This design comes from an exercise in tuning for small area, a short achievable clock period and few clock cycles on the open sky130 flow, not from production work. In this exercise RTL edits were held to simulation tests only and were not proved equivalent to the original. Power and IR drop assume default switching activity.

## jel_cap
module jel_cap (
    input  wire        clk,
    input  wire        rst,           
    input  wire        cmd_valid,
    output wire        cmd_ready,
    input  wire [2:0]  cmd_op,
    input  wire [31:0] cmd_arg,
    input  wire [7:0]  cmd_b,         
    input  wire [31:0] cmd_wb,        
    input  wire [31:0] cmd_hb,        
    input  wire        cmd_ecc,       
    input  wire        cmd_elen,      
    output reg         rsp_valid,
    output wire [7:0]  rsp_code,      
    output wire [31:0] rsp_value
);
Size: ~2,400 cells after synthesis, ~150 I/O pins, about 15,000 um^2 of cells after synthesis.
Settings: LEC_CHECK=0, CAP_MARGIN=20, CORE_MARGIN=2, CORE_UTILIZATION=40, SLEW_MARGIN=20; clock period 10.0 ns.
standard.sh (not shown) runs the stock make flow with config.mk's settings and CLKGATE_MAP_FILE= SYNTH_SCRIPT=/design/flow/synth_recipe.tcl, a recipe that flattens the netlist after the stock synthesis.
==> flow/flow/run.sh <==
#!/bin/bash
# Layout flow: the standard ORFS flow (standard.sh), with these make
# variables changed (the clock period and the constraints are the standard flow's):
#   ADDER_MAP_FILE=     yosys leaves adders to abc instead of mapping them to
#                       the fa/ha cells (the registers are the same)
#   ABC_AREA=1          abc's area script
#   SETUP_SLACK_MARGIN  repair_timing works on paths until this much slack
#   BUFFER_PORTS_ARGS   the cell that buffers each input and output port
#   CTS_BUF_LIST        the clock tree's buffers
# Each step's full log is in orfs/logs/, make's own output in flow_make.log.
set -uo pipefail
bash standard.sh ADDER_MAP_FILE= ABC_AREA=1 SETUP_SLACK_MARGIN=6.2 'BUFFER_PORTS_ARGS=-buffer_cell sky130_fd_sc_hd__buf_1' CTS_BUF_LIST=sky130_fd_sc_hd__clkbuf_8 CORE_UTILIZATION=30 finish > flow_make.log 2>&1
Testbench counts at the start, summed over its fixed seeds: cycles 9,637.
Next try:
--- a/flow/flow/run.sh
+++ b/flow/flow/run.sh
@@ -11,2 +11,2 @@
 set -uo pipefail
-bash standard.sh ADDER_MAP_FILE= ABC_AREA=1 SETUP_SLACK_MARGIN=6.2 'BUFFER_PORTS_ARGS=-buffer_cell sky130_fd_sc_hd__buf_1' CTS_BUF_LIST=sky130_fd_sc_hd__clkbuf_8 CORE_UTILIZATION=30 finish > flow_make.log 2>&1
+bash standard.sh ADDER_MAP_FILE= ABC_AREA=1 SETUP_SLACK_MARGIN=6 'BUFFER_PORTS_ARGS=-buffer_cell sky130_fd_sc_hd__buf_1' CTS_BUF_LIST=sky130_fd_sc_hd__clkbuf_8 CORE_UTILIZATION=50 finish > flow_make.log 2>&1
Result:
- synthesized area does not change
- final cell count went down by 9.4%
- count of clock-buffer cells in the layout does not change

---

jel_cap again, from the RTL that the note above started with.
==> flow/config.mk <==
export PLATFORM = sky130hd
export DESIGN_NAME = jel_cap
export DESIGN_NICKNAME = jel_cap
export VERILOG_FILES = /design/flow/design.v
export SDC_FILE = /design/flow/constraint.sdc
export NUM_CORES = 4
export LEC_CHECK = 0
export CAP_MARGIN = 20
export CORE_MARGIN = 2
export CORE_UTILIZATION = 40
export SLEW_MARGIN = 20
==> flow/constraint.sdc <==
create_clock -name core_clock -period 10.0 [get_ports {clk}]
set_input_delay 2.0000 -clock core_clock [delete_from_list [all_inputs] [get_ports {clk}]]
set_output_delay 2.0000 -clock core_clock [all_outputs]
set_load 0.01 [all_outputs]
==> flow/flow/run.sh <==
#!/bin/bash
# Layout flow: the standard ORFS flow (standard.sh), with these make
# variables changed (the clock period and the constraints are the standard flow's):
#   ADDER_MAP_FILE=     yosys leaves adders to abc instead of mapping them to
#                       the fa/ha cells (the registers are the same)
#   ABC_AREA=1          abc's area script
#   SETUP_SLACK_MARGIN  repair_timing works on paths until this much slack
#   BUFFER_PORTS_ARGS   the cell that buffers each input and output port
#   CTS_BUF_LIST        the clock tree's buffers
# Each step's full log is in orfs/logs/, make's own output in flow_make.log.
set -uo pipefail
bash standard.sh ADDER_MAP_FILE= ABC_AREA=1 SETUP_SLACK_MARGIN=6 'BUFFER_PORTS_ARGS=-buffer_cell sky130_fd_sc_hd__buf_1' CTS_BUF_LIST=sky130_fd_sc_hd__clkbuf_8 finish > flow_make.log 2>&1
The baseline went through all stages and came out clean.
Testbench counts at the start, summed over its fixed seeds: cycles 9,637.
==> next run, changes <==
--- a/flow/flow/run.sh
+++ b/flow/flow/run.sh
@@ -10,3 +10,3 @@
 # Each step's full log is in orfs/logs/, make's own output in flow_make.log.
 set -uo pipefail
-bash standard.sh ADDER_MAP_FILE= ABC_AREA=1 SETUP_SLACK_MARGIN=6 'BUFFER_PORTS_ARGS=-buffer_cell sky130_fd_sc_hd__buf_1' CTS_BUF_LIST=sky130_fd_sc_hd__clkbuf_8 finish > flow_make.log 2>&1
+bash standard.sh ADDER_MAP_FILE= ABC_AREA=1 SETUP_SLACK_MARGIN=6 'BUFFER_PORTS_ARGS=-buffer_cell sky130_fd_sc_hd__buf_1' CTS_BUF_LIST=sky130_fd_sc_hd__clkbuf_8 CORE_UTILIZATION=25 finish > flow_make.log 2>&1
Result:
- die area climbs by 59%
- synthesized area is unchanged
- clock-buffer cell count drops by 3
- power drops by 1.2%
- combinational power drops by about 4%

afterwards: timing with drivers on the ports:
In the flow no input, the clock included, has a driving cell. The finished layouts below were timed again as built, in two steps. Step 1 (the two cells are an assumption about what drives the block):
set clk [get_ports {clk}]
set_driving_cell -lib_cell sky130_fd_sc_hd__clkbuf_16 $clk
set_driving_cell -lib_cell sky130_fd_sc_hd__buf_2 [delete_from_list [all_inputs] $clk]
Step 2 moves the port delays by t, midway between the first and last clock arrival at a register: inputs arrive t later, outputs are due t later. That takes back most of the time a late clock gives input paths. a / b / c = ideal / step 1 / step 2; a / b = the first two.
| run | t (ns) | setup slack, ns | worst setup path after step 2 | worst register clock-pin slew, ns |
|---|---|---|---|---|
| the first run of note 1 | 0.569 | 6.372 / 6.343 / 5.774 | input to register | 0.11 / 0.11 |
| the second run of note 1 | 0.556 | 6.204 / 6.226 / 5.678 | input to register | 0.12 / 0.12 |
| the first run of note 2 | 0.555 | 6.177 / 6.177 / 5.673 | input to register | 0.10 / 0.10 |
| the second run of note 2 | 0.565 | 6.175 / 6.175 / 5.663 | input to register | 0.11 / 0.11 |
After both steps setup and hold are still met in every run listed. The setup slack of the first run of note 1, which loses most, moves by -0.029 ns with the drivers and by -0.598 ns with both steps.
